Background: an optimization exercise with open tools, aiming at small area. Do not read the settings as production practice.
The RTL was checked by simulation tests, not by an equivalence proof against the original design.
Power is estimated from default activity; no workload was simulated. The flow treats the clock pin as an ideal source, which a real chip does not have.

**flow/flow/run.sh**
```bash
#!/bin/bash
# Standard ORFS layout, with two changes: clock tree synthesis without dummy
# loads (larger sink clusters of clkbuf_16), and the smallest buffer on each port.
set -euo pipefail
bash standard.sh \
  "CTS_ARGS=-sink_clustering_enable -repair_clock_nets -dont_use_dummy_load -buf_list sky130_fd_sc_hd__clkbuf_16 -sink_clustering_size 25 -sink_clustering_max_diameter 80" \
  "BUFFER_PORTS_ARGS=-buffer_cell sky130_fd_sc_hd__buf_1" \
  finish > flow_make.log 2>&1
```
**flow/standard.sh**
```bash
#!/bin/bash
# synth_recipe.tcl (not shown) runs the flow's synth.tcl, then flattens the netlist and writes it again
# the make line also repeats each setting of config.mk as NAME=value (left out here)
make -C /OpenROAD-flow-scripts/flow DESIGN_CONFIG=/design/flow/config.mk WORK_HOME=/design/flow/orfs CLKGATE_MAP_FILE= SYNTH_SCRIPT=/design/flow/synth_recipe.tcl "${@:-finish}"
```
**flow/config.mk**
```make
export PLATFORM = sky130hd
export DESIGN_NAME = rclc_link
export DESIGN_NICKNAME = rclc_link
export VERILOG_FILES = /design/flow/design.v
export SDC_FILE = /design/flow/constraint.sdc
export NUM_CORES = 4
export LEC_CHECK = 0
export CAP_MARGIN = 20
export CORE_MARGIN = 2
export CORE_UTILIZATION = 40
export SLEW_MARGIN = 20
export SYNTH_HIERARCHICAL = 1
export SYNTH_MINIMUM_KEEP_SIZE = 0
```
**flow/constraint.sdc**
```tcl
create_clock -name core_clock -period 10.0 [get_ports {clk}]
set_input_delay 2.0000 -clock core_clock [delete_from_list [all_inputs] [get_ports {clk}]]
set_output_delay 2.0000 -clock core_clock [all_outputs]
set_load 0.01 [all_outputs]
```
**flow/design.v**
```verilog
module rclc_crc8_step #(
    parameter [7:0] POLY = 8'hD5
) (
    input  wire [7:0] crc_in,
    input  wire [7:0] data_in,
    output wire [7:0] crc_out
);
    generate
        if (POLY == 8'hD5) begin : g_d5
            wire [7:0] x;
            wire a, b, s, t, u, ub, p0, p5;
            genvar i;
            for (i = 0; i < 8; i = i + 1) begin : g_x
                rclc_xor2 u_x (.a(crc_in[i]), .b(data_in[i]), .y(x[i]));
            end
            rclc_xor2 u_a  (.a(x[1]), .b(x[2]), .y(a));           
            rclc_xor2 u_b  (.a(x[6]), .b(x[7]), .y(b));           
            rclc_xor2 u_s  (.a(a),    .b(b),    .y(s));           
            rclc_xor2 u_o3 (.a(s),    .b(x[3]), .y(crc_out[3]));
            rclc_xor2 u_t  (.a(x[4]), .b(x[7]), .y(t));           
            rclc_xor2 u_o1 (.a(a),    .b(t),    .y(crc_out[1]));
            rclc_xor2 u_o6 (.a(crc_out[1]), .b(x[0]), .y(crc_out[6]));
            rclc_xor2 u_o4 (.a(crc_out[6]), .b(b),    .y(crc_out[4]));
            rclc_xor2 u_u  (.a(x[0]), .b(x[5]), .y(u));           
            rclc_xor2 u_o2 (.a(s),    .b(u),    .y(crc_out[2]));
            rclc_xor2 u_ub (.a(u),    .b(b),    .y(ub));          
            rclc_xor2 u_o7 (.a(ub),   .b(x[2]), .y(crc_out[7]));
            rclc_xor2 u_p0 (.a(x[0]), .b(x[2]), .y(p0));          
            rclc_xor2 u_o0 (.a(crc_out[3]), .b(p0), .y(crc_out[0]));
            rclc_xor2 u_p5 (.a(x[5]), .b(x[6]), .y(p5));          
            rclc_xor2 u_o5 (.a(crc_out[3]), .b(p5), .y(crc_out[5]));
        end else begin : g_any
            wire [7:0] r0 = crc_in ^ data_in;
            wire [7:0] r1 = r0[7] ? ({r0[6:0], 1'b0} ^ POLY) : {r0[6:0], 1'b0};
            wire [7:0] r2 = r1[7] ? ({r1[6:0], 1'b0} ^ POLY) : {r1[6:0], 1'b0};
            wire [7:0] r3 = r2[7] ? ({r2[6:0], 1'b0} ^ POLY) : {r2[6:0], 1'b0};
            wire [7:0] r4 = r3[7] ? ({r3[6:0], 1'b0} ^ POLY) : {r3[6:0], 1'b0};
            wire [7:0] r5 = r4[7] ? ({r4[6:0], 1'b0} ^ POLY) : {r4[6:0], 1'b0};
            wire [7:0] r6 = r5[7] ? ({r5[6:0], 1'b0} ^ POLY) : {r5[6:0], 1'b0};
            wire [7:0] r7 = r6[7] ? ({r6[6:0], 1'b0} ^ POLY) : {r6[6:0], 1'b0};
            wire [7:0] r8 = r7[7] ? ({r7[6:0], 1'b0} ^ POLY) : {r7[6:0], 1'b0};
            assign crc_out = r8;
        end
    endgenerate
endmodule
module rclc_xor2 (input a, input b, output y);
    assign y = a ^ b;
endmodule
module rclc_link (
    input  wire       clk,
    input  wire       rst,           
    input  wire       ms_tick,       
    input  wire       pay_we,
    input  wire [5:0] pay_addr,
    input  wire [7:0] pay_wdata,
    input  wire       send_valid,
    input  wire [7:0] send_cmd,
    input  wire [7:0] send_budget,
    input  wire [7:0] send_len,
    output reg  [3:0] op_err,        
    output wire       tx_valid,
    output wire [7:0] tx_data,
    input  wire       tx_ready,
    input  wire       rx_valid,
    input  wire [7:0] rx_data,
    output wire       rx_ready,
    output reg  [2:0] txn_state,
    output reg  [1:0] txn_err,
    output reg  [7:0] txn_attempt,
    output reg  [7:0] txn_budget,
    output reg  [2:0] rx_state,
    output reg  [1:0] dec_event,
    output reg        frame_valid,
    output wire [7:0] frame_dc,
    output wire [7:0] frame_len,
    input  wire [5:0] rd_addr,
    output wire [7:0] rd_data
);
    localparam [7:0] V2_POLY   = 8'hD5;
    localparam [7:0] HDR_V2    = 8'hCC;
    localparam [7:0] MAX_PAY   = 8'd62;
    localparam [9:0] E_START   = 10'h001;
    localparam [9:0] E_FULL    = 10'h3AC;
    localparam [2:0] T_IDLE    = 3'd0,
                     T_SENDING = 3'd1,
                     T_AWAIT_H = 3'd2,
                     T_AWAIT_B = 3'd3,
                     T_SUCCESS = 3'd4,
                     T_FAILED  = 3'd5;
    localparam [2:0] S_HEADER = 3'd0,
                     S_DC     = 3'd1,
                     S_LEN    = 3'd2,
                     S_PAY    = 3'd3,
                     S_CRC    = 3'd4;
    localparam [1:0] EV_NONE     = 2'd0,
                     EV_FRAME    = 2'd1,
                     EV_FRAMING  = 2'd2,
                     EV_CHECKSUM = 2'd3;
    localparam [1:0] ERR_NONE    = 2'd0,
                     ERR_TIMEOUT = 2'd1,
                     ERR_INVALID = 2'd2;
    localparam [3:0] OP_OK        = 4'd0,
                     OP_IN_FLIGHT = 4'd1,
                     OP_ENCODING  = 4'd2,
                     OP_ILLEGAL   = 4'd4;
    localparam [1:0] X_HDR = 2'd0,
                     X_CMD = 2'd1,
                     X_LEN = 2'd2,
                     X_PAY = 2'd3;    
    function [7:0] crc_step(input [7:0] c, input [7:0] b);
        reg [7:0] r;
        integer k;
        begin
            r = c ^ b;
            for (k = 0; k < 8; k = k + 1)
                r = r[7] ? ({r[6:0], 1'b0} ^ V2_POLY) : {r[6:0], 1'b0};
            crc_step = r;
        end
    endfunction
    reg  [495:0] req_pay;      
    reg  [3:0]   txn_cmd;
    reg  [5:0]   txn_len;
    reg  [1:0]   tx_ph;
    reg  [9:0]   elapsed;      
    reg  [5:0]   cnt;          
    reg  [7:0]   crc;
    reg  [3:0]   rx_cmd;
    reg  [5:0]   rx_len;
    reg  [495:0] rx_pay;       
    reg  [495:0] frame_pay;    
    reg  [3:0]   f_dc;
    reg  [5:0]   f_len;
    assign frame_dc  = {4'h0, f_dc};
    assign frame_len = {2'b00, f_len};
    wire sending   = (txn_state == T_SENDING);
    wire in_flight = (txn_state == T_AWAIT_H) || (txn_state == T_AWAIT_B);
    wire busy      = sending || in_flight;
    wire tick_full = (elapsed == E_FULL);
    wire timed_out = in_flight && tick_full;
    wire [61:0] req_sel, req_sel_n;
    wire [7:0]  pay_byte;
    rclc_sel62 u_txrd (.v(req_pay), .oh(req_sel), .y(pay_byte));
    wire       cnt_eq   = (cnt == (sending ? txn_len : rx_len));
    reg  [7:0] tx_byte;
    always @(*) begin
        case (tx_ph)
            X_HDR:   tx_byte = HDR_V2;
            X_CMD:   tx_byte = {4'h0, txn_cmd};
            X_LEN:   tx_byte = {2'b00, txn_len};
            default: tx_byte = cnt_eq ? crc : pay_byte;
        endcase
    end
    assign tx_valid = sending;
    assign tx_data  = tx_byte;
    assign rx_ready = in_flight && !tick_full;
    wire [7:0] crc_in = !sending      ? rx_data :
                        tx_ph == X_CMD ? {4'h0, txn_cmd} :
                        tx_ph == X_LEN ? {2'b00, txn_len} : pay_byte;
    wire [7:0] crc_next;
    rclc_crc8_step #(.POLY(V2_POLY)) u_crc (
        .crc_in (crc),
        .data_in(crc_in),
        .crc_out(crc_next)
    );
    wire [7:0] crc_hdr = crc_step(8'h00, HDR_V2);
    task start_attempt;
        begin
            txn_state <= T_SENDING;
            tx_ph     <= X_HDR;
            elapsed   <= E_START;
            rx_state  <= S_HEADER;
        end
    endtask
    task attempt_failed(input [1:0] kind);
        begin
            txn_err <= kind;
            if (txn_attempt != txn_budget) begin
                txn_attempt <= txn_attempt + 8'd1;
                start_attempt;
            end else begin
                txn_state <= T_FAILED;
            end
        end
    endtask
    wire        rx_take = in_flight && !tick_full && rx_valid;
    wire        rx_sh   = rx_take && (rx_state == S_PAY);
    wire        fr_ld   = rx_take && (rx_state == S_CRC) && (rx_data == crc);
    wire        rx_sh_n = ~rx_sh;
    wire        fr_ld_n = ~fr_ld;
    wire [495:0] req_d, rx_d, fr_d;
    wire [503:0] rx_in = {rx_pay, rx_data};
    wire [7:0]  req_in = sending ? pay_byte : pay_wdata;
    rclc_wdec u_wdec (
        .we  (sending || (pay_we && !busy && !send_valid)),
        .a   (sending ? cnt : pay_addr),
        .en  (req_sel),
        .en_n(req_sel_n)
    );
    genvar gi;
    generate
        for (gi = 0; gi < 496; gi = gi + 1) begin : g_st
            rclc_hold u_req (.s(req_sel[gi/8]), .d(req_in[gi%8]),
                             .s_n(req_sel_n[gi/8]), .q(req_pay[gi]), .y(req_d[gi]));
            rclc_hold u_rx  (.s(rx_sh), .d(rx_in[gi]),
                             .s_n(rx_sh_n), .q(rx_pay[gi]), .y(rx_d[gi]));
            rclc_hold u_fr  (.s(fr_ld), .d(rx_pay[gi]),
                             .s_n(fr_ld_n), .q(frame_pay[gi]), .y(fr_d[gi]));
        end
    endgenerate
    always @(posedge clk) begin
        req_pay   <= req_d;
        rx_pay    <= rx_d;
        frame_pay <= fr_d;
        if (fr_ld) begin
            f_dc  <= rx_cmd;
            f_len <= rx_len;
        end
    end
    always @(posedge clk) begin
        if (rst) begin
            op_err      <= OP_OK;
            txn_state   <= T_IDLE;
            txn_err     <= ERR_NONE;
            txn_attempt <= 8'd0;
            txn_budget  <= 8'd0;
            rx_state    <= S_HEADER;
            dec_event   <= EV_NONE;
            frame_valid <= 1'b0;
        end else begin
            if (send_valid) begin
                if (busy)
                    op_err <= OP_IN_FLIGHT;
                else if (send_budget == 8'd0)
                    op_err <= OP_ILLEGAL;
                else if (send_cmd > 8'h0F || send_len > MAX_PAY)
                    op_err <= OP_ENCODING;
                else begin
                    op_err      <= OP_OK;
                    txn_cmd     <= send_cmd[3:0];
                    txn_len     <= send_len[5:0];
                    txn_budget  <= send_budget;
                    txn_attempt <= 8'd1;
                    txn_err     <= ERR_NONE;
                    frame_valid <= 1'b0;
                    start_attempt;
                end
            end
            if (busy && ms_tick && !tick_full)
                elapsed <= {elapsed[8:0], elapsed[9] ^ elapsed[6]};
            if (sending) begin
                if (tx_ready) begin
                    crc <= crc_next;
                    case (tx_ph)
                        X_HDR: begin crc <= crc_hdr; tx_ph <= X_CMD; end
                        X_CMD: tx_ph <= X_LEN;
                        X_LEN: begin tx_ph <= X_PAY; cnt <= 6'd0; end
                        default: begin
                            if (cnt_eq)
                                txn_state <= T_AWAIT_H;
                            else
                                cnt <= cnt + 6'd1;
                        end
                    endcase
                end
            end else if (in_flight) begin
                if (tick_full) begin
                    attempt_failed(ERR_TIMEOUT);
                end else if (rx_valid) begin
                    case (rx_state)
                        S_HEADER: begin
                            if (rx_data == HDR_V2) begin
                                crc       <= crc_hdr;
                                rx_state  <= S_DC;
                                txn_state <= T_AWAIT_B;
                                dec_event <= EV_NONE;
                            end else begin
                                dec_event <= EV_FRAMING;
                            end
                        end
                        S_DC: begin
                            if (rx_data[7:4] != 4'h0) begin
                                rx_state  <= S_HEADER;
                                txn_state <= T_AWAIT_H;
                                dec_event <= EV_FRAMING;
                            end else begin
                                rx_cmd    <= rx_data[3:0];
                                crc       <= crc_next;
                                rx_state  <= S_LEN;
                                dec_event <= EV_NONE;
                            end
                        end
                        S_LEN: begin
                            if (rx_data > MAX_PAY) begin
                                rx_state  <= S_HEADER;
                                txn_state <= T_AWAIT_H;
                                dec_event <= EV_FRAMING;
                            end else begin
                                rx_len    <= rx_data[5:0];
                                cnt       <= 6'd1;
                                crc       <= crc_next;
                                rx_state  <= (rx_data == 8'd0) ? S_CRC : S_PAY;
                                dec_event <= EV_NONE;
                            end
                        end
                        S_PAY: begin
                            cnt       <= cnt + 6'd1;
                            crc       <= crc_next;
                            if (cnt_eq)
                                rx_state <= S_CRC;
                            dec_event <= EV_NONE;
                        end
                        default: begin    
                            rx_state  <= S_HEADER;
                            txn_state <= T_AWAIT_H;
                            if (rx_data == crc) begin
                                frame_valid <= 1'b1;
                                dec_event   <= EV_FRAME;
                                if (rx_cmd == txn_cmd) begin
                                    txn_state <= T_SUCCESS;
                                    txn_err   <= ERR_NONE;
                                end else begin
                                    attempt_failed(ERR_INVALID);
                                end
                            end else begin
                                dec_event <= EV_CHECKSUM;
                                attempt_failed(ERR_INVALID);
                            end
                        end
                    endcase
                end
            end
        end
    end
    wire [5:0] rd_pos = f_len + ~rd_addr;
    rclc_rdport u_rd (.v(frame_pay), .a(rd_pos), .y(rd_data));
endmodule
module rclc_hold (input s, input d, input s_n, input q, output y);
    assign y = (s & d) | (s_n & q);
endmodule
module rclc_aoi222 (input a1, input a2, input b1, input b2, input c1, input c2,
                    output y);
    assign y = ~((a1 & a2) | (b1 & b2) | (c1 & c2));
endmodule
module rclc_nand4 (input a, input b, input c, input d, output y);
    assign y = ~(a & b & c & d);
endmodule
module rclc_and4 (input a, input b, input c, input d, output y);
    assign y = a & b & c & d;
endmodule
module rclc_nand3 (input a, input b, input c, output y);
    assign y = ~(a & b & c);
endmodule
module rclc_nor2 (input a, input b, output y);
    assign y = ~(a | b);
endmodule
module rclc_inv (input a, output y);
    assign y = ~a;
endmodule
module rclc_pdec3 (input [2:0] a, input e, output [7:0] y_n);
    wire [2:0] an;
    rclc_inv i0 (.a(a[0]), .y(an[0]));
    rclc_inv i1 (.a(a[1]), .y(an[1]));
    rclc_inv i2 (.a(a[2]), .y(an[2]));
    genvar k;
    generate
        for (k = 0; k < 8; k = k + 1) begin : g
            rclc_nand4 u (.a(k[0] ? a[0] : an[0]), .b(k[1] ? a[1] : an[1]),
                          .c(k[2] ? a[2] : an[2]), .d(e), .y(y_n[k]));
        end
    endgenerate
endmodule
module rclc_pdec3n (input [2:0] a, output [7:0] y_n);
    wire [2:0] an;
    rclc_inv i0 (.a(a[0]), .y(an[0]));
    rclc_inv i1 (.a(a[1]), .y(an[1]));
    rclc_inv i2 (.a(a[2]), .y(an[2]));
    genvar k;
    generate
        for (k = 0; k < 8; k = k + 1) begin : g
            rclc_nand3 u (.a(k[0] ? a[0] : an[0]), .b(k[1] ? a[1] : an[1]),
                          .c(k[2] ? a[2] : an[2]), .y(y_n[k]));
        end
    endgenerate
endmodule
module rclc_wdec (input we, input [5:0] a, output [61:0] en, output [61:0] en_n);
    wire [7:0] lo_n, hi_n;
    rclc_pdec3  u_lo (.a(a[2:0]), .e(we), .y_n(lo_n));
    rclc_pdec3n u_hi (.a(a[5:3]), .y_n(hi_n));
    genvar i;
    generate
        for (i = 0; i < 62; i = i + 1) begin : g
            rclc_nor2 u_e (.a(lo_n[i % 8]), .b(hi_n[i / 8]), .y(en[i]));
            rclc_inv  u_n (.a(en[i]), .y(en_n[i]));
        end
    endgenerate
endmodule
module rclc_rdport (input [495:0] v, input [5:0] a, output [7:0] y);
    wire [7:0]  lo_n, hi_n;
    wire [61:0] oh;
    rclc_pdec3n u_lo (.a(a[2:0]), .y_n(lo_n));
    rclc_pdec3n u_hi (.a(a[5:3]), .y_n(hi_n));
    genvar i;
    generate
        for (i = 0; i < 62; i = i + 1) begin : g_oh
            rclc_nor2 u (.a(lo_n[i % 8]), .b(hi_n[i / 8]), .y(oh[i]));
        end
    endgenerate
    rclc_sel62 u_sel (.v(v), .oh(oh), .y(y));
endmodule
module rclc_sel62 (input [495:0] v, input [61:0] oh, output [7:0] y);
    genvar i, b;
    generate
        for (b = 0; b < 8; b = b + 1) begin : g_bit
            wire [20:0] t_n;    
            wire [4:0]  h;
            wire [1:0]  l;
            for (i = 0; i < 21; i = i + 1) begin : g_t
                if (i < 20) begin : full
                    rclc_aoi222 u (
                        .a1(v[8*(3*i) + b]),     .a2(oh[3*i]),
                        .b1(v[8*(3*i+1) + b]),   .b2(oh[3*i+1]),
                        .c1(v[8*(3*i+2) + b]),   .c2(oh[3*i+2]),
                        .y(t_n[i]));
                end else begin : last
                    rclc_aoi222 u (
                        .a1(v[8*60 + b]), .a2(oh[60]),
                        .b1(v[8*61 + b]), .b2(oh[61]),
                        .c1(v[8*61 + b]), .c2(oh[61]),
                        .y(t_n[i]));
                end
            end
            rclc_nand4 u_h0 (.a(t_n[0]),  .b(t_n[1]),  .c(t_n[2]),  .d(t_n[3]),  .y(h[0]));
            rclc_nand4 u_h1 (.a(t_n[4]),  .b(t_n[5]),  .c(t_n[6]),  .d(t_n[7]),  .y(h[1]));
            rclc_nand4 u_h2 (.a(t_n[8]),  .b(t_n[9]),  .c(t_n[10]), .d(t_n[11]), .y(h[2]));
            rclc_nand4 u_h3 (.a(t_n[12]), .b(t_n[13]), .c(t_n[14]), .d(t_n[15]), .y(h[3]));
            rclc_and4  u_h4 (.a(t_n[16]), .b(t_n[17]), .c(t_n[18]), .d(t_n[19]), .y(h[4]));
            rclc_nor2  u_l0 (.a(h[0]), .b(h[1]), .y(l[0]));
            rclc_nor2  u_l1 (.a(h[2]), .b(h[3]), .y(l[1]));
            rclc_nand4 u_y  (.a(l[0]), .b(l[1]), .c(h[4]), .d(t_n[20]), .y(y[b]));
        end
    endgenerate
endmodule
```
==> run notes, run 1 <==
The tree is rooted in a sky130_fd_sc_hd__clkbuf_16. The cell count after synthesis is 4,265. The worst flop-to-flop path startpoint is txn_state[0]$_SDFF_PP0_. The first-pass GRT wire length is 225 mm.

Of the total synthesized cell area, the portion taken by XOR and XNOR cells is 0.00971. Including well taps, the total number of placed cells is 6,169. The count of final hold-check violations is 0.

The die is 369 µm wide. The adder-cell share of the synthesized area came out at 0.00296. The worst reg-to-reg setup slack came out at 3.19 ns. The worst register-to-register path ends at crc[0]$_DFFE_PP_. The startpoint of the tightest hold check path is rx_cmd[0]$_DFFE_PP_. The remaining global-route overflow is 0.

The average vias per placed instance is 6.30. The clock network latency to the later pin of the worst-skew pair came out at 0.72 ns. Setup repair after global routing left no endpoint under its margin.

The violation count after the first detailed-route iteration is 5,241. The power share of the combinational group came out at 0.034. The chip height is 369 µm. The final net count is 4,568. The main combinational cell family by area after synthesis is compound AO/OA/AOI/OAI gates. Of all nets on the critical path, the largest fanout is 8. The worst relative slew slack is 0.107. The cell area that synthesis handed to floorplanning was 53,200 µm². Counting I/O delays and the setup requirement, the final critical path takes 8.32 ns. The pre-antenna-repair detailed-routing pass consisted of 10 iterations. The share of Yosys cell area claimed by the top area cell type is 0.571. CTS built an H-tree with a depth of 3. The required time reported for the critical path endpoint is 8.00 ns. The placeable core region is 132,000 µm². The sequential cell area fraction in the yosys report is 0.603. The switching part of the total power came out at 0.217. The area taken by flip-flops and latches is 32,100 µm². The DRC violations left came out at 0. The commonest cells after synthesis are sky130_fd_sc_hd__dfxtp_1 (1,518), sky130_fd_sc_hd__a22o_1 (1,488), sky130_fd_sc_hd__a222oi_1 (336).

The maximum operating frequency came out at 120 MHz. The worst setup path is captured at an output port. Summed over all nets, the half-perimeter wirelength after detailed placement is 88.0 mm. The number of max-cap violations came out at 0. By instance count, the leading cell after synthesis is sky130_fd_sc_hd__dfxtp_1. The share of total power dissipated in the clock network is 0.327. A synthesized cell averages 12.5 µm². The repair_antennas step left the layout with diodes totalling 0.

The global-route total usage across every layer is 0.203. The share of cell area taken by muxes after synthesis is 0.00322. The count of buffers added on input and output ports is 116. The post-CTS setup repair buffer count is 0. The most used flip-flop cell after synthesis is sky130_fd_sc_hd__dfxtp_1. The number of gates resized after cts came out at 0. The sum of negative setup slack came out at 0 ns. The min-delay analysis places its worst path in the category reg -> reg.

The clock skew after layout is 0.0763 ns. The layout cell share with drive strength beyond 1 came out at 0.0398. The clock sink count came out at 1,574.

The clock-pin slew on the worst setup and hold paths is 0.10 ns. The cell internal power dissipation is 8.07 mW. Measured in cells, the most critical reg-to-reg path has a length of 21. The maximum clock path buffer count came out at 3. Synthesis inferred 1,574 register bits. The type of origin of the critical path is an input port. The setup path with the least slack is of type in -> out.

The leakage power came out at 21.4 nW. The row count is 133. The count of unique library cells instantiated by Yosys came out at 65.

The average wire length per cell after detail routing is 23.1 µm. The simple-gate share of the synthesized area came out at 0.0476. The worst hold path passes through 0 cells. The power per cell area is 177 nW/µm². The via count of the first global-routing pass is 36,700.

The initial core utilization is 0.404. The final antenna-violating net count is 0. The pin count of the biggest net entering global routing is 233.

The run finished with no timing, DRC or antenna violations. The number of fill cells in the layout is 12,200. Dividing the final minimum period by the clock period gives 0.832. The worst endpoint data arrival time came out at 6.32 ns. 124 I/O pins were placed.

The compound-cell area share of the yosys netlist was 0.323. The area enclosed by the die boundary came out at 136,000 µm². The number of warnings reported in the yosys synthesis log came out at 7. The number of buffers added to fix hold violations after cts is 0.

Compared with the post-synthesis result, the final layout area differs by 9.60%. The via count is 39,400. The synthesized design spends more area on one cell type than any other, namely sky130_fd_sc_hd__dfxtp_1. By area the synthesized netlist is led by sky130_fd_sc_hd__dfxtp_1 (57%), sky130_fd_sc_hd__a22o_1 (24%), sky130_fd_sc_hd__a222oi_1 (6.3%). Of the total power, registers draw 0.640. The share of flip-flops with an asynchronous set or reset came out at 0. Setup violations remaining at the end of the flow were counted as 0. Buffers inserted during clock tree synthesis total 80. The number of antenna violations at the first check in global routing was 0.

The measured slew at the worst slew-check pin is 1.34 ns. The area taken by multi-input logic gates came out at 20,700 µm². TritonCTS built the clock tree.

The number of synthesized flops with an enable pin came out at 56. The number of max-slew violations in the final report came to 0. The power dissipated by switching net loads is 2.24 mW. The endpoint of the worst hold-timing path is f_dc[0]$_DFFE_PP_. The worst-case IR drop observed on VDD is 0.145 mV. The total routed wirelength came out at 145 mm. The routability congestion estimate from global placement came out at 0.846. The final instance count without filler cells came out at 6,250.
-- critical path: stages --
cell and delay [ns]:
sky130_fd_sc_hd__buf_1 0.10, sky130_fd_sc_hd__inv_1 0.06, sky130_fd_sc_hd__ha_1 0.21, sky130_fd_sc_hd__fa_1 0.41, sky130_fd_sc_hd__xor2_1 0.61, sky130_fd_sc_hd__inv_1 0.22, sky130_fd_sc_hd__nand3_1 0.58, sky130_fd_sc_hd__nor2_1 0.42
sky130_fd_sc_hd__a222oi_1 0.65, sky130_fd_sc_hd__nand4_1 0.31, sky130_fd_sc_hd__nor2_1 0.42, sky130_fd_sc_hd__nand4_1 0.16, sky130_fd_sc_hd__buf_1 0.16
-- per-layer routing --
| metal | part of all wire | track usage | wire [µm] | vias to the layer above |
|---|---|---|---|---|
| met5 | 0 | 0 | 0 | - |
| met4 | 0.025 | 0.0516 | 3560 | 0 |
| met3 | 0.059 | 0.0311 | 8530 | 191 |
| met2 | 0.43 | 0.297 | 62300 | 1255 |
| met1 | 0.49 | 0.309 | 70200 | 19700 |
| li1 | - | - | - | 18200 |
-- sequential cells by signal, summed over array words and instances, names as in the netlist, 8 cells and up --
register,cells
crc,8
frame_pay,496
req_pay,496
rx_pay,496
txn_budget,8
txn_attempt,8
elapsed,10
-- through the flow --
step,hold WS (ns),setup WS [ns],utilization,cell area (µm²),power [mW]
CTS,0.447,1.83,0.442,58300,10.4
detailed placement,0.450,1.85,0.427,56300,7.07
global placement,0.444,1.90,0.427,56300,7.07
finish,0.438,1.68,0.442,58300,10.3
global route,0.462,1.58,0.442,58300,10.7
floorplan,0.426,-22.93,-,53200,6.94
-- layout make-up --
cell class | count | share of cell area
tap | 1755 | 0.0377
multi-input combinational | 2561 | 0.354
sequential | 1574 | 0.550
timing repair buffer | 182 | 0.0171
clock buffer | 80 | 0.0343
inverter | 98 | 0.00657
-- power groups by stage --
stage          Clock (mW)  Sequential [mW]  Combinational [mW]
2_1_floorplan           0             6.70               0.238
3_3_place_gp            0             6.74               0.330
3_5_place_dp            0             6.73               0.340
4_1_cts              3.46             6.59               0.341
5_1_grt              3.68             6.61               0.373
6_report             3.37             6.59               0.345
-- worst max-delay path by stage --
stage	to	from	depth (start not counted)
floorplan	frame_pay[0]$_DFF_P_	rx_data[5]	6
global placement	rd_data[0]	rd_addr[0]	13
detailed placement	rd_data[0]	rd_addr[0]	13
CTS	rd_data[0]	rd_addr[0]	13
global route	rd_data[5]	rd_addr[0]	16
finish	rd_data[0]	rd_addr[0]	13
-- cells by family (layout without fill, tap and decap cells) --
logic type / after synthesis / after routing
DFF: 1574 / 1574
buffers and inverters: 136 / 360
other: 1 / 7
and+or+nand+nor: 526 / 526
adders and majority gates: 12 / 12
xor gates and xnor gates: 59 / 59
AOI/OAI and AO/OA: 1940 / 1940
muxes: 17 / 17
-- modules after synthesis, one instance, submodules excluded, excerpt --
module | flops+latches | area [µm²] | cells
rclc_nand4 | 0 | 6.26 | 1
rclc_link | 1574 | 34900 | 2059
rclc_and4 | 0 | 8.76 | 1
rclc_aoi222 | 0 | 10.0 | 1
rclc_nor2 | 0 | 3.75 | 1
rclc_xor2 | 0 | 8.76 | 1
-- cells in the final DEF (no fill, tap or decap), types with 4 or more instances in the layout --
cell type	instances
sky130_fd_sc_hd__nor3_1	10
sky130_fd_sc_hd__and3_1	8
sky130_fd_sc_hd__ha_1	11
sky130_fd_sc_hd__a21oi_1	34
sky130_fd_sc_hd__mux2i_1	16
sky130_fd_sc_hd__edfxtp_1	56
sky130_fd_sc_hd__nand2_2	8
sky130_fd_sc_hd__buf_12	5
sky130_fd_sc_hd__conb_1	7
sky130_fd_sc_hd__a211oi_1	7
sky130_fd_sc_hd__nand4_1	96
sky130_fd_sc_hd__a22oi_1	15
sky130_fd_sc_hd__nand2b_1	10
sky130_fd_sc_hd__buf_1	115
sky130_fd_sc_hd__and4_1	16
sky130_fd_sc_hd__o21ai_0	15
sky130_fd_sc_hd__nand2_1	94
sky130_fd_sc_hd__o21a_1	4
sky130_fd_sc_hd__a22o_1	1488
sky130_fd_sc_hd__and2_1	4
sky130_fd_sc_hd__a222oi_1	336
sky130_fd_sc_hd__o41ai_1	4
sky130_fd_sc_hd__dfxtp_1	1518
sky130_fd_sc_hd__nor2_2	8
sky130_fd_sc_hd__inv_1	95
sky130_fd_sc_hd__clkbuf_16	80
sky130_fd_sc_hd__xor2_1	42
sky130_fd_sc_hd__nor2b_1	8
sky130_fd_sc_hd__xnor2_1	17
sky130_fd_sc_hd__a32oi_1	5
sky130_fd_sc_hd__buf_4	60
sky130_fd_sc_hd__nor2_1	199
sky130_fd_sc_hd__nand3_1	39
sky130_fd_sc_hd__nor4_1	7
==> inputs of run 2 (changes only) <==
--- a/flow/design.v
+++ b/flow/design.v
@@ -137,9 +137,8 @@
     wire busy      = sending || in_flight;
     wire tick_full = (elapsed == E_FULL);
     wire timed_out = in_flight && tick_full;
-    wire [61:0] req_sel, req_sel_n;
-    wire [7:0]  pay_byte;
-    rclc_sel62 u_txrd (.v(req_pay), .oh(req_sel), .y(pay_byte));
+    wire [7:0] pay_byte;
+    rclc_rdport u_txrd (.v(req_pay), .a(cnt), .y(pay_byte));
     wire       cnt_eq   = (cnt == (sending ? txn_len : rx_len));
     reg  [7:0] tx_byte;
     always @(*) begin
@@ -189,18 +188,18 @@
     wire        fr_ld_n = ~fr_ld;
     wire [495:0] req_d, rx_d, fr_d;
     wire [503:0] rx_in = {rx_pay, rx_data};
-    wire [7:0]  req_in = sending ? pay_byte : pay_wdata;
+    wire [61:0] wr_en, wr_en_n;
     rclc_wdec u_wdec (
-        .we  (sending || (pay_we && !busy && !send_valid)),
-        .a   (sending ? cnt : pay_addr),
-        .en  (req_sel),
-        .en_n(req_sel_n)
+        .we  (pay_we && !busy && !send_valid),
+        .a   (pay_addr),
+        .en  (wr_en),
+        .en_n(wr_en_n)
     );
     genvar gi;
     generate
         for (gi = 0; gi < 496; gi = gi + 1) begin : g_st
-            rclc_hold u_req (.s(req_sel[gi/8]), .d(req_in[gi%8]),
-                             .s_n(req_sel_n[gi/8]), .q(req_pay[gi]), .y(req_d[gi]));
+            rclc_hold u_req (.s(wr_en[gi/8]), .d(pay_wdata[gi%8]),
+                             .s_n(wr_en_n[gi/8]), .q(req_pay[gi]), .y(req_d[gi]));
             rclc_hold u_rx  (.s(rx_sh), .d(rx_in[gi]),
                              .s_n(rx_sh_n), .q(rx_pay[gi]), .y(rx_d[gi]));
             rclc_hold u_fr  (.s(fr_ld), .d(rx_pay[gi]),
==> run 2 against run 1 <==
Critical path depth unchanged; register-to-register slack improved by 1.0 ns; via count up 0.55%; wire length increased by 6.1%; worst setup slack better by 0.34 ns; final cell count is essentially flat; non-clock buffer count fell by 40; maximum frequency rose by 4.2%; first-iteration DRC count rose by 11%.
==> run notes, run 2 <==
The share of flip-flops with an asynchronous set or reset is 0 (unchanged). The number of max-cap violations is 0 (unchanged). The most frequently used flop master after synthesis is sky130_fd_sc_hd__dfxtp_1 (unchanged). The worst-case setup margin in the final layout came out at 2.02 ns (was 1.68 ns). The count of input and output buffers is 116 (unchanged). The initial core utilization came out at 0.404 (about the same). The synthesized cell area is 53,300 µm² (was 53,200 µm²). The half-perimeter wire length of the detailed placement result came out at 98.4 mm (was 88.0 mm).

Top cells by count, synth: sky130_fd_sc_hd__dfxtp_1 (1,518), sky130_fd_sc_hd__a22o_1 (1,488), sky130_fd_sc_hd__a222oi_1 (336) (unchanged). The clock-pin slew on the worst setup and hold paths was 0.10 ns (about the same). The mean post-synth cell area came out at 12.4 µm² (was 12.5 µm²). The sum of negative setup slack came out at 0 ns (unchanged).

The peak supply drop came to 0.130 mV (was 0.145 mV). Most used cells in the layout excluding fill and tap cells: sky130_fd_sc_hd__dfxtp_1 (1,518), sky130_fd_sc_hd__a22o_1 (1,488), sky130_fd_sc_hd__a222oi_1 (336) (unchanged). The type of the worst setup path is in -> out (unchanged).

Run status: timing/DRC/antenna clean (unchanged). The maximum clock path buffer count is 3 (unchanged). The row count is 133 (unchanged). The number of gates resized after cts came to 0 (unchanged). The worst endpoint data arrival time is 5.98 ns (was 6.32 ns). The worst relative slew slack came to 0.199 (was 0.107). The first-pass GRT wire length is 233 mm (was 225 mm). CP Cell Sequence: buf_1 > inv_1 > ha_1 > fa_1 > xor2_1 > inv_1 > nand3_1 > nor2_1 > a222oi_1 > nand4_1 > nor2_1 > nand4_1 > buf_1 (unchanged). The type of origin of the critical path is an input port (unchanged). The critical path launch point was rd_addr[0] (unchanged). The capturing instance or port of the critical path is rd_data[2] (was rd_data[0]). The final setup violation count came out at 0 (unchanged).

The critical-path maximum fanout is 8 (unchanged). Unrepaired setup endpoints after global routing: false (unchanged). The worst flop-to-flop path startpoint is cnt[0]$_DFFE_PP_ (was txn_state[0]$_SDFF_PP0_).

The minimum setup slack after placement came out at 2.22 ns (was 1.85 ns). The kind of end point of the critical path is an output port (unchanged). The fraction of the core area covered by cells at the end of the flow was 0.441 (was 0.442). The chip height came out at 369 µm (about the same). The number of max-slew violations in the final report came out at 0 (unchanged). The final net count is 4,568 (unchanged). The cell taking the most area after synthesis is sky130_fd_sc_hd__dfxtp_1 (unchanged). The final total power came out at 10.3 mW (about the same). The worst reg-to-reg setup slack is 4.21 ns (was 3.19 ns).

The average wire length per cell after detail routing came out at 24.5 µm (was 23.1 µm). The power per cell area came to 177 nW/µm² (about the same). The number of cells on the worst reg-to-reg path came out at 17 (was 21).

The number of antenna violations at the first check in global routing came out at 1 (was 0). The area growth from synthesis to final layout is 9.01% (was 9.60%). The portion of the clock cycle consumed by the worst path in the final layout is 0.798 (was 0.832). The I/O pin count came out at 124 (unchanged). The number of clock buffers inserted by TritonCTS is 80 (unchanged). The leakage power is 21.3 nW (was 21.4 nW). The routability congestion estimate from global placement is 0.901 (was 0.846). The global-route total usage across every layer is 0.215 (was 0.203). The layout cell share with drive strength beyond 1 was 0.0278 (was 0.0398). The via count of the first global-routing pass is 36,700 (about the same).

The clock skew after layout is 0.0900 ns (was 0.0763 ns). The endpoint of the worst register-to-register path was crc[5]$_DFFE_PP_ (was crc[0]$_DFFE_PP_). The maximum single-stage delay on the critical path is 0.64 ns (was 0.65 ns). The number of buffers added to fix hold violations after cts is 0 (unchanged). The maximum operating frequency is 125 MHz (was 120 MHz). The DRC violations left came to 0 (unchanged). The violation count after the first detailed-route iteration came to 5,838 (was 5,241). The placeable core region came out at 132,000 µm² (unchanged).

The number of warnings reported in the yosys synthesis log was 7 (unchanged). The cell count after synthesis came out at 4,301 (was 4,265). The required time reported for the critical path endpoint came to 8.00 ns (about the same). The count of final hold-check violations was 0 (unchanged). The area enclosed by the die boundary is 136,000 µm² (about the same).

The deepest level of the CTS H-tree came out at 3 (unchanged). The minimum clock period is 7.98 ns (was 8.32 ns). The number of register bits inferred by synthesis came out at 1,574 (unchanged). The die span in x came out at 369 µm (about the same).

The iteration count of the initial detailed-routing pass is 13 (was 10). The CTS tree is built (unchanged). The number of synthesized flops with an enable pin is 56 (unchanged). The post-CTS setup repair buffer count is 0 (unchanged). The sequential cell area fraction in the yosys report came to 0.602 (was 0.603).

The final antenna-violating net count is 0 (unchanged). The critical path's slowest cell is sky130_fd_sc_hd__nand3_1 (was sky130_fd_sc_hd__a222oi_1). The clock sink count came to 1,574 (unchanged). The classification of the worst-slack hold path is reg -> reg (unchanged). The pin count of the biggest net entering global routing came out at 224 (was 233). The via count came to 39,600 (was 39,400). Cells taking the most area after synthesis: sky130_fd_sc_hd__dfxtp_1 (57%), sky130_fd_sc_hd__a22o_1 (24%), sky130_fd_sc_hd__a222oi_1 (6.3%) (unchanged). The dominant cell by count in the synthesized netlist is sky130_fd_sc_hd__dfxtp_1 (unchanged). The total routed wirelength is 153 mm (was 145 mm). The root buffer selected by CTS is sky130_fd_sc_hd__clkbuf_16 (unchanged). The clock network latency to the later pin of the worst-skew pair came out at 0.71 ns (was 0.72 ns). Largest registers: frame_pay x496, req_pay x496, rx_pay x496 (unchanged). The share of Yosys cell area claimed by the top area cell type came out at 0.570 (was 0.571). The measured slew at the worst slew-check pin came to 1.20 ns (was 1.34 ns). The average vias per placed instance is 6.34 (was 6.30). The most common library cell in the layout ignoring fill and taps is sky130_fd_sc_hd__dfxtp_1 (unchanged). The remaining global-route overflow came to 0 (unchanged). The count of unique library cells instantiated by Yosys came out at 57 (was 65).
==> run 2: cell count changes in the layout (fill, tap and decap cells not counted), sizes merged, moves of 6 or more <==
cell / previous run / this run
nor2: 207 / 267
buf: 181 / 134
nand2: 103 / 57
nand3: 39 / 63
clkbuf: 81 / 88
o21ai: 15 / 21
==> run 2: final cells by class <==
class	instances	area, µm²
Timing Repair Buffer	142	716
Antenna cell	1	2.50
Multi-Input combinational cell	2597	20700
Clock buffer	80	2000
Fill cell	12200	73700
Inverter	102	398
Sequential cell	1574	32100
Tap cell	1755	2200
==> run 2: how the worst min path moves through the flow <==
stage                                    start                   end  slack, ns  depth (start not counted)
after CTS                  rx_pay[414]$_DFF_P_   rx_pay[422]$_DFF_P_       0.44                          1
after detailed placement  req_pay[480]$_DFF_P_  req_pay[480]$_DFF_P_       0.45                          1
after floorplan           frame_pay[0]$_DFF_P_  frame_pay[0]$_DFF_P_       0.44                          1
final                      rx_pay[414]$_DFF_P_   rx_pay[422]$_DFF_P_       0.44                          1
after global routing       rx_pay[414]$_DFF_P_   rx_pay[422]$_DFF_P_       0.46                          1
after global placement     rx_cmd[1]$_DFFE_PP_     f_dc[1]$_DFFE_PP_       0.45                          0
==> run 2: routing by layer <==
| metal | track usage | part of all wire | vias up |
|---|---|---|---|
| met5 | 0 | 0.000085 | - |
| met4 | 0.0557 | 0.022 | 2 |
| met3 | 0.0325 | 0.074 | 195 |
| met2 | 0.321 | 0.43 | 1567 |
| met1 | 0.322 | 0.47 | 19600 |
| li1 | - | - | 18300 |
==> run 2: cells by family after synthesis <==
family / share of synthesized area
xor gates and xnor gates: 0.00969
DFF: 0.602
and+or+nand+nor: 0.0511
muxes: 0.00300
AOI/OAI and AO/OA: 0.321
buffers and inverters: 0.0103
adders and majority gates: 0.00296
other: 0.0000703
==> run 2: where the power goes <==
part	total [mW]	leakage, nW	switching [mW]	internal, mW
Sequential	6.57	12.8	0.103	6.47
Clock	3.36	0.986	1.93	1.43
Combinational	0.326	7.54	0.184	0.142
Total	10.3	21.3	2.22	8.04
==> run 2: stage by stage <==
stage | area, µm² | std cells | hold slack (ns)
floorplan | 53300 | 4307 | 0.439
global placement | 56100 | 6170 | 0.451
detailed placement | 56100 | 6170 | 0.452
CTS | 58100 | 6250 | 0.444
global route | 58100 | 6250 | 0.462
finish | 58100 | 6251 | 0.442
==> run 2: modules after synthesis (local to each module, per instance), excerpt <==
| module | cells inside | flops+latches |
|---|---|---|
| rclc_xor2 | 1 | 0 |
| rclc_hold | 1 | 0 |
| rclc_inv | 1 | 0 |
| rclc_and4 | 1 | 0 |
| rclc_aoi222 | 1 | 0 |
| rclc_nand3 | 1 | 0 |
| rclc_nand4 | 1 | 0 |
| rclc_nor2 | 1 | 0 |
| rclc_link | 2011 | 1574 |
==> run 2: worst max-delay path: cells and delay by family <==
family | cells | cell delay (ns)
XOR/XNOR | 1 | 0.49
AND/OR/NAND/NOR | 5 | 1.90
adder cells (fa/ha/maj) | 2 | 0.62
buffers and inverters | 4 | 0.51
AO/OA/AOI/OAI | 1 | 0.45
==> inputs of run 3 (changes only) <==
==> flow/flow/run.sh (replaced) <==
#!/bin/bash
# Standard ORFS layout, with two changes: clock tree synthesis without dummy
# loads (larger sink clusters of clkbuf_16), and the smallest buffer on each port.
set -euo pipefail
bash standard.sh \
  "CTS_ARGS=-sink_clustering_enable -repair_clock_nets -dont_use_dummy_load -buf_list sky130_fd_sc_hd__clkbuf_16 -sink_clustering_size 30 -sink_clustering_max_diameter 80" \
  "BUFFER_PORTS_ARGS=-buffer_cell sky130_fd_sc_hd__buf_1" \
  finish > flow_make.log 2>&1
--- a/flow/config.mk
+++ b/flow/config.mk
@@ -7,7 +7,8 @@
 export LEC_CHECK = 0
 export CAP_MARGIN = 20
 export CORE_MARGIN = 2
-export CORE_UTILIZATION = 40
+export CORE_UTILIZATION = 65
+export PLACE_DENSITY = 0.75
 export SLEW_MARGIN = 20
 export SYNTH_HIERARCHICAL = 1
 export SYNTH_MINIMUM_KEEP_SIZE = 0
==> run 3 against run 2 <==
Non-clock buffer count rose by 6; sequential share of layout area rose by 1.3 points; maximum frequency fell by 1.1%; first-iteration DRC count rose by 6.2%; combinational power fell by 1%; power fell by 4.7%; wire length fell by 5.2%; final cell count fell by 11%; largest cell class unchanged; largest power group unchanged.
==> run notes, run 3 <==
The violation count after the first detailed-route iteration came out at 6,201 (was 5,838). The type of the worst setup path is in -> out (unchanged). The area taken by multi-input logic gates is 20,700 µm² (unchanged). The root buffer selected by CTS is sky130_fd_sc_hd__clkbuf_16 (unchanged). The worst endpoint data arrival time is 6.07 ns (was 5.98 ns).

The row count came out at 105 (was 133). The number of warnings reported in the yosys synthesis log is 7 (unchanged). The final setup violation count was 0 (unchanged). The number of clock buffers inserted by TritonCTS came out at 60 (was 80). The sum of negative setup slack is 0 ns (unchanged). The maximum operating frequency came out at 124 MHz (was 125 MHz). The iteration count of the initial detailed-routing pass is 14 (was 13).

The post-CTS setup repair buffer count was 0 (unchanged). The minimum clock period was 8.07 ns (was 7.98 ns). The final antenna-violating net count came out at 0 (unchanged). The switching part of the total power is 0.213 (was 0.216). The number of fill cells in the layout came out at 6,018 (was 12,200). The routability congestion estimate from global placement came out at 0.932 (was 0.901). The worst relative slew slack was 0.260 (was 0.199). The required time reported for the critical path endpoint is 8.00 ns (about the same). The count of unique library cells instantiated by Yosys came out at 57 (unchanged). The area growth from synthesis to final layout came out at 6.49% (was 9.01%). The CTS tree was built (unchanged).

The antenna diode instance count is 0 (was 1). Unrepaired setup endpoints after global routing: false (unchanged). The global-route total usage across every layer was 0.329 (was 0.215). The fraction of power consumed by the clock network is 0.294 (was 0.328). The sequential cell area fraction in the yosys report came out at 0.602 (unchanged). The initial core utilization is 0.653 (was 0.404). The average vias per placed instance came to 7.25 (was 6.34). The portion of the clock cycle consumed by the worst path in the final layout came out at 0.807 (was 0.798). The area enclosed by the die boundary came out at 84,300 µm² (was 136,000 µm²). The kind of end point of the critical path was an output port (unchanged). The peak supply drop came out at 0.157 mV (was 0.130 mV).

Top cells by count, synth: sky130_fd_sc_hd__dfxtp_1 (1,518), sky130_fd_sc_hd__a22o_1 (1,488), sky130_fd_sc_hd__a222oi_1 (336) (unchanged). The pin count of the biggest net entering global routing came out at 214 (was 224). The remaining global-route overflow was 0 (unchanged).

The synthesized cell area came out at 53,300 µm² (unchanged). The clock-pin slew on the worst setup and hold paths is 0.09 ns (was 0.10 ns). The number of register bits inferred by synthesis is 1,574 (unchanged).

The total routed wirelength is 146 mm (was 153 mm). The clock skew after layout is 0.0675 ns (was 0.0900 ns). The die span in x came out at 290 µm (was 369 µm). The average wire length per cell after detail routing is 26.2 µm (was 24.5 µm). The deepest level of the CTS H-tree is 2 (was 3). The first-pass GRT wire length is 224 mm (was 233 mm). The share of flip-flops with an asynchronous set or reset is 0 (unchanged). The number of gates resized after cts is 0 (unchanged). The DRC violations left came out at 0 (unchanged).

The I/O pin count is 124 (unchanged). The measured slew at the worst slew-check pin came out at 1.11 ns (was 1.20 ns). The classification of the worst-slack hold path is reg -> reg (unchanged). The chip height is 290 µm (was 369 µm). The number of buffers added to fix hold violations after cts is 0 (unchanged).

The number of max-cap violations came out at 0 (unchanged). The leakage power is 21.1 nW (was 21.3 nW). The final total power is 9.77 mW (was 10.3 mW). The worst-case setup margin in the final layout came out at 1.93 ns (was 2.02 ns). The count of final hold-check violations came out at 0 (unchanged). The cell internal power dissipation is 7.69 mW (was 8.04 mW).

The number of max-slew violations in the final report is 0 (unchanged). The dominant cell by count in the synthesized netlist is sky130_fd_sc_hd__dfxtp_1 (unchanged). The count of placed standard cells including taps is 5,490 (was 6,170). The power per cell area is 172 nW/µm² (was 177 nW/µm²). The cell count after synthesis is 4,301 (unchanged).

The most common library cell in the layout ignoring fill and taps is sky130_fd_sc_hd__dfxtp_1 (unchanged). Cells taking the most area after synthesis: sky130_fd_sc_hd__dfxtp_1 (57%), sky130_fd_sc_hd__a22o_1 (24%), sky130_fd_sc_hd__a222oi_1 (6.3%) (unchanged). Run status: timing/DRC/antenna clean (unchanged).

The via count of the first global-routing pass is 36,700 (about the same). Most used cells in the layout excluding fill and tap cells: sky130_fd_sc_hd__dfxtp_1 (1,518), sky130_fd_sc_hd__a22o_1 (1,488), sky130_fd_sc_hd__a222oi_1 (336) (unchanged). The minimum setup slack after placement is 2.10 ns (was 2.22 ns). The layout cell share with drive strength beyond 1 is 0.0248 (was 0.0278). The clock sink count came out at 1,574 (unchanged). The area taken by flip-flops and latches came out at 32,100 µm² (unchanged). The share of Yosys cell area claimed by the top area cell type is 0.570 (unchanged). The critical-path maximum fanout is 8 (unchanged). The cell taking the most area after synthesis is sky130_fd_sc_hd__dfxtp_1 (unchanged). The final net count is 4,554 (was 4,568). The clock network latency to the later pin of the worst-skew pair is 0.69 ns (was 0.71 ns). The type of origin of the critical path is an input port (unchanged). The mean post-synth cell area came out at 12.4 µm² (unchanged). The most frequently used flop master after synthesis is sky130_fd_sc_hd__dfxtp_1 (unchanged). The count of input and output buffers came to 116 (unchanged). The number of antenna violations at the first check in global routing came out at 0 (was 1). The final instance count without filler cells is 5,551 (was 6,251). The placeable core region came out at 81,600 µm² (was 132,000 µm²). The power dissipated by switching net loads is 2.08 mW (was 2.22 mW). The maximum clock path buffer count was 3 (unchanged). The via count came out at 40,200 (was 39,600). The power share of the combinational group came out at 0.033 (was 0.032). The sequential share of power came out at 0.673 (was 0.641).

The number of synthesized flops with an enable pin came out at 56 (unchanged). Largest registers: frame_pay x496, req_pay x496, rx_pay x496 (unchanged). The half-perimeter wire length of the detailed placement result is 95.6 mm (was 98.4 mm).
[run 3: changes by cell type in the layout (fill, tap and decap cells not counted)]
cell                        change
sky130_fd_sc_hd__buf_4          +9
sky130_fd_sc_hd__buf_12         -4
sky130_fd_sc_hd__clkbuf_16     -20
sky130_fd_sc_hd__diode_2        -1
sky130_fd_sc_hd__buf_16         +1
[run 3: cells by family after synthesis]
group | count (synthesis) | share of synthesized area
xor+xnor | 59 | 0.00969
other cells | 1 | 0.0000703
mux | 16 | 0.00300
flops | 1574 | 0.602
fa+ha+maj | 12 | 0.00296
compound gates | 1934 | 0.321
simple gates | 569 | 0.0511
buf+inv | 136 | 0.0103
[run 3: per-module statistics from Yosys, one instance, submodules excluded, a selection]
module | area (µm²) | copies in the design
rclc_inv | 3.75 | 80
rclc_nand4 | 6.26 | 88
rclc_link | 34700 | 1
rclc_aoi222 | 10.0 | 336
rclc_and4 | 8.76 | 16
rclc_hold | 8.76 | 1488
rclc_xor2 | 8.76 | 24
rclc_nor2 | 3.75 | 218
rclc_nand3 | 5.00 | 40
[run 3: final cells by class]
type                    count  share of cell area
inverters                 102             0.00701
flip-flops and latches   1574               0.565
repair buffers            148              0.0129
multi-input cells        2597               0.365
well taps                1070              0.0236
clock buffers              60              0.0264
[run 3: path summary, 6_finish.rpt]
| path | startpoint | slack (ns) | to | cells past startpoint |
|---|---|---|---|---|
| setup / recovery | rd_addr[0] | 1.93 | rd_data[2] | 13 |
| hold / removal | op_err[2]$_SDFFE_PP0P_ | 0.47 | op_err[2]$_SDFFE_PP0P_ | 2 |
| setup reg to reg | cnt[2]$_DFFE_PP_ | 4.15 | crc[0]$_DFFE_PP_ | 17 |
| hold reg to reg | op_err[2]$_SDFFE_PP0P_ | 0.47 | op_err[2]$_SDFFE_PP0P_ | 2 |
[run 3: per-layer routing]
metal	track usage	wire [µm]	vias to the layer above	part of all wire
met5	0	0	-	0
met4	0.131	6540	0	0.045
met3	0.0395	11000	327	0.076
met2	0.518	66200	1807	0.45
met1	0.465	61800	19900	0.42
li1	-	-	18200	-
[run 3: power groups by stage]
| stage | combinational [mW] | sequential [mW] | clock (mW) |
|---|---|---|---|
| after detailed placement | 0.317 | 6.71 | 0 |
| final | 0.322 | 6.57 | 2.88 |
| after floorplan | 0.204 | 6.68 | 0 |
| after global placement | 0.303 | 6.71 | 0 |
| after global routing | 0.346 | 6.59 | 3.14 |
| after CTS | 0.317 | 6.57 | 2.93 |
[run 3: worst max-delay path, stage by stage]
cell and delay [ns]:
sky130_fd_sc_hd__buf_1 0.07, sky130_fd_sc_hd__inv_1 0.04, sky130_fd_sc_hd__ha_1 0.20, sky130_fd_sc_hd__fa_1 0.40, sky130_fd_sc_hd__xor2_1 0.61, sky130_fd_sc_hd__inv_1 0.19
sky130_fd_sc_hd__nand3_1 0.51, sky130_fd_sc_hd__nor2_1 0.31, sky130_fd_sc_hd__a222oi_1 0.49, sky130_fd_sc_hd__nand4_1 0.23, sky130_fd_sc_hd__nor2_1 0.52, sky130_fd_sc_hd__nand4_1 0.28
sky130_fd_sc_hd__buf_1 0.20
[run 3: stage by stage]
step	area [µm²]	utilization	hold slack, ns
6_report	56800	0.696	0.465
5_1_grt	56800	0.696	0.484
4_1_cts	56700	0.696	0.471
3_5_place_dp	55200	0.677	0.453
3_3_place_gp	55200	0.677	0.445
2_1_floorplan	53300	-	0.439
==> inputs of run 4 (changes only) <==
==> flow/flow/run.sh (replaced) <==
#!/bin/bash
# Standard ORFS layout, with two changes: clock tree synthesis without dummy
# loads (larger sink clusters of clkbuf_16), and the smallest buffer on each port.
set -euo pipefail
bash standard.sh \
  "CTS_ARGS=-sink_clustering_enable -repair_clock_nets -dont_use_dummy_load -buf_list sky130_fd_sc_hd__clkbuf_16 -sink_clustering_size 35 -sink_clustering_max_diameter 80" \
  "BUFFER_PORTS_ARGS=-buffer_cell sky130_fd_sc_hd__buf_1" \
  finish > flow_make.log 2>&1
==> run 4 against run 3 <==
Clock skew is 0.0094 ns higher; first-iteration DRC count is 2.4% lower; still clean on timing, DRC and antenna; global-route usage hardly changed; non-clock buffer count stayed put; sequential cell count stayed put; highest routed layer unchanged; via count is 0.57% lower; worst setup slack worse by 0.040 ns; final area is 0.26% lower; maximum frequency is 0.50% lower; core utilization is 0.18 points lower; clock power is 4% lower; power is 1.1% lower.
==> run notes, run 4 <==
The clock network latency to the later pin of the worst-skew pair came out at 0.69 ns (about the same). The DRC violations left is 0 (unchanged). The type of the worst setup path is in -> out (unchanged). The portion of the clock cycle consumed by the worst path in the final layout was 0.811 (was 0.807). The cell count after synthesis is 4,301 (unchanged). The maximum clock path buffer count is 3 (unchanged). The via count came to 40,000 (was 40,200).

The number of antenna violations at the first check in global routing came out at 0 (unchanged). The kind of end point of the critical path is an output port (unchanged). The power per cell area is 171 nW/µm² (was 172 nW/µm²). Top cells by count, synth: sky130_fd_sc_hd__dfxtp_1 (1,518), sky130_fd_sc_hd__a22o_1 (1,488), sky130_fd_sc_hd__a222oi_1 (336) (unchanged). The number of register bits inferred by synthesis came out at 1,574 (unchanged). The initial core utilization is 0.653 (unchanged).

The sequential cell area fraction in the yosys report is 0.602 (unchanged). The layout cell share with drive strength beyond 1 is 0.0235 (was 0.0248). The clock-pin slew on the worst setup and hold paths came out at 0.11 ns (was 0.09 ns). The final net count was 4,548 (was 4,554). The average wire length per cell after detail routing is 26.3 µm (was 26.2 µm).

The peak supply drop came out at 0.170 mV (was 0.157 mV). The final worst hold slack was 0.467 ns (was 0.465 ns). The mean post-synth cell area is 12.4 µm² (unchanged). The share of flip-flops with an asynchronous set or reset came out at 0 (unchanged). The most frequently used flop master after synthesis was sky130_fd_sc_hd__dfxtp_1 (unchanged). The required time reported for the critical path endpoint is 8.00 ns (about the same). The number of clock buffers inserted by TritonCTS came out at 54 (was 60). The die span in x came out at 290 µm (unchanged). The count of unique library cells instantiated by Yosys came out at 57 (unchanged). The count of final hold-check violations is 0 (unchanged).

The antenna diode instance count is 0 (unchanged). The count of input and output buffers came out at 116 (unchanged). The number of buffers added to fix hold violations after cts is 0 (unchanged). The sum of negative setup slack came out at 0 ns (unchanged). Cells taking the most area after synthesis: sky130_fd_sc_hd__dfxtp_1 (57%), sky130_fd_sc_hd__a22o_1 (24%), sky130_fd_sc_hd__a222oi_1 (6.3%) (unchanged). The share of Yosys cell area claimed by the top area cell type is 0.570 (unchanged).

The CTS tree is built (unchanged). The post-CTS setup repair buffer count came out at 0 (unchanged). Unrepaired setup endpoints after global routing: false (unchanged). The number of gates resized after cts came out at 0 (unchanged). The minimum clock period came out at 8.11 ns (was 8.07 ns). The chip height came to 290 µm (unchanged). The final antenna-violating net count came to 0 (unchanged).

The violation count after the first detailed-route iteration came out at 6,054 (was 6,201). The global-route total usage across every layer is 0.329 (about the same). The dominant cell by count in the synthesized netlist was sky130_fd_sc_hd__dfxtp_1 (unchanged). The via count of the first global-routing pass came to 36,600 (was 36,700).

The number of synthesized flops with an enable pin is 56 (unchanged). The remaining global-route overflow is 0 (unchanged). The first-pass GRT wire length is 223 mm (was 224 mm). The routability congestion estimate from global placement is 0.932 (unchanged). The type of origin of the critical path is an input port (unchanged). The maximum operating frequency is 123 MHz (was 124 MHz). The area growth from synthesis to final layout is 6.21% (was 6.49%). The clock skew after layout is 0.0768 ns (was 0.0675 ns). The met3 demand-to-capacity share in global routing is 0.0388 (was 0.0395). The met1 track demand over resource in global routing is 0.466 (was 0.465).

The row count is 105 (unchanged). The root buffer selected by CTS was sky130_fd_sc_hd__clkbuf_16 (unchanged). The average vias per placed instance was 7.21 (was 7.25). The fraction of the core area covered by cells at the end of the flow is 0.694 (was 0.696). The leakage power is 21.0 nW (was 21.1 nW).

The clock sink count came to 1,574 (unchanged). The synthesized cell area came out at 53,300 µm² (unchanged). The placeable core region is 81,600 µm² (unchanged). The deepest level of the CTS H-tree came to 2 (unchanged). The final setup violation count is 0 (unchanged). Largest registers: frame_pay x496, req_pay x496, rx_pay x496 (unchanged). Run status: timing/DRC/antenna clean (unchanged). The number of max-cap violations is 0 (unchanged). The measured slew at the worst slew-check pin was 1.11 ns (about the same).

The cell taking the most area after synthesis was sky130_fd_sc_hd__dfxtp_1 (unchanged). The critical-path maximum fanout came out at 8 (unchanged). The area enclosed by the die boundary is 84,300 µm² (unchanged). The classification of the worst-slack hold path is reg -> reg (unchanged). Most used cells in the layout excluding fill and tap cells: sky130_fd_sc_hd__dfxtp_1 (1,518), sky130_fd_sc_hd__a22o_1 (1,488), sky130_fd_sc_hd__a222oi_1 (336) (unchanged).

The iteration count of the initial detailed-routing pass came to 22 (was 14). The worst endpoint data arrival time was 6.11 ns (was 6.07 ns). The half-perimeter wire length of the detailed placement result is 95.6 mm (unchanged). The global-route track usage on met2 came out at 0.518 (about the same).

The number of warnings reported in the yosys synthesis log came out at 7 (unchanged). The most common library cell in the layout ignoring fill and taps is sky130_fd_sc_hd__dfxtp_1 (unchanged). The number of max-slew violations in the final report is 0 (unchanged). The peak-usage layer in the global routing report is met2 (unchanged). The worst relative slew slack is 0.260 (about the same). The I/O pin count is 124 (unchanged). The total routed wirelength came out at 146 mm (about the same). The pin count of the biggest net entering global routing was 214 (unchanged).
## run 4: power breakdown
part / switching (mW) / leakage (nW) / total (mW) / internal, mW
Combinational: 0.180 / 7.55 / 0.322 / 0.142
Sequential: 0.103 / 12.8 / 6.57 / 6.47
Clock: 1.79 / 0.665 / 2.77 / 0.978
Total: 2.07 / 21.0 / 9.66 / 7.59
## run 4: area by class of cell
| cell class | instances | area [µm²] |
|---|---|---|
| Clock buffer | 54 | 1350 |
| Timing Repair Buffer | 148 | 731 |
| Multi-Input combinational cell | 2597 | 20700 |
| Sequential cell | 1574 | 32100 |
| Tap cell | 1070 | 1340 |
| Fill cell | 6035 | 25000 |
| Inverter | 102 | 398 |
## run 4: worst paths after layout
| kind | slack, ns | endpoint | startpoint | depth (start not counted) |
|---|---|---|---|---|
| setup reg to reg | 4.13 | crc[0]$_DFFE_PP_ | cnt[2]$_DFFE_PP_ | 17 |
| hold / removal | 0.47 | op_err[2]$_SDFFE_PP0P_ | op_err[2]$_SDFFE_PP0P_ | 2 |
| hold reg to reg | 0.47 | op_err[2]$_SDFFE_PP0P_ | op_err[2]$_SDFFE_PP0P_ | 2 |
| setup / recovery | 1.89 | rd_data[1] | rd_addr[0] | 16 |
## run 4: through the flow
stage,worst slack (ns),power [mW],cells,area (µm²)
6_report,1.89,9.66,5545,56600
5_1_grt,1.87,9.94,5545,56600
4_1_cts,2.07,9.70,5544,56600
3_5_place_dp,2.10,7.02,5490,55200
3_3_place_gp,2.24,7.01,5490,55200
2_1_floorplan,-23.65,6.88,4307,53300
## run 4: kinds of logic (layout without fill, tap and decap cells)
group,after synthesis,in the layout,share of synthesized area
simple gates,569,569,0.0511
mux,16,16,0.00300
flops,1574,1574,0.602
other cells,1,7,0.0000703
compound gates,1934,1934,0.321
fa+ha+maj,12,12,0.00296
xor+xnor,59,59,0.00969
buf+inv,136,304,0.0103
## run 4: routing by layer
metal / vias to the layer above / share of wire
li1: 18200 / -
met1: 19800 / 0.43
met2: 1706 / 0.46
met3: 315 / 0.072
met4: 0 / 0.045
met5: - / 0
## run 4: per-module statistics from Yosys, one instance, submodules excluded, excerpt
module	cells	flip-flops and latches	cell area (µm²)	copies in the design
rclc_xor2	1	0	8.76	24
rclc_nand3	1	0	5.00	40
rclc_nand4	1	0	6.26	88
rclc_nor2	1	0	3.75	218
rclc_link	2011	1574	34700	1
rclc_aoi222	1	0	10.0	336
rclc_and4	1	0	8.76	16
rclc_hold	1	0	8.76	1488
rclc_inv	1	0	3.75	80
## run 4: worst max-delay path: stages
cell and delay [ns]:
sky130_fd_sc_hd__buf_1 0.07, sky130_fd_sc_hd__inv_1 0.04, sky130_fd_sc_hd__ha_1 0.20, sky130_fd_sc_hd__fa_1 0.40
sky130_fd_sc_hd__a21oi_1 0.15, sky130_fd_sc_hd__nor2_1 0.06, sky130_fd_sc_hd__nor2_1 0.14, sky130_fd_sc_hd__xnor2_1 0.39
sky130_fd_sc_hd__inv_1 0.20, sky130_fd_sc_hd__nand3_1 0.44, sky130_fd_sc_hd__nor2_1 0.27, sky130_fd_sc_hd__a222oi_1 0.49
sky130_fd_sc_hd__nand4_1 0.24, sky130_fd_sc_hd__nor2_1 0.50, sky130_fd_sc_hd__nand4_1 0.27, sky130_fd_sc_hd__buf_1 0.24

what the ideal ports hide:
No port has a modelled driver above. Below, the same layouts with a new extraction and two added sets of constraints.
Step 1 (the two cells are an assumption about what drives the block):
set clk [get_ports {clk}]
set_driving_cell -lib_cell sky130_fd_sc_hd__clkbuf_16 $clk
set_driving_cell -lib_cell sky130_fd_sc_hd__buf_2 [delete_from_list [all_inputs] $clk]
Step 2 adds t to the input delays and takes it off the output delays; t is the mean of the earliest and latest rising clock arrival at the registers after step 1. Input paths then give back, and output paths get back, about the clock's delay inside the block.
Slacks: ideal ports / drivers / drivers and shift; pairs: ideal ports / drivers.
run | shift t [ns] | slack for setup (ns) | worst setup path at the end | worst register clock-pin slew, ns
run 1 | 0.746 | 1.683 / 1.659 / 1.659 | input to output | 0.10 / 0.10
run 2 | 0.748 | 2.019 / 1.991 / 1.991 | input to output | 0.10 / 0.10
run 3 | 0.730 | 1.932 / 1.906 / 1.906 | input to output | 0.12 / 0.12
run 4 | 0.723 | 1.892 / 1.866 / 1.866 | input to output | 0.12 / 0.12
After both steps setup and hold are still met in every run listed. The setup slack of run 2, which loses most, moves by -0.028 ns with the drivers and by -0.028 ns with both steps.
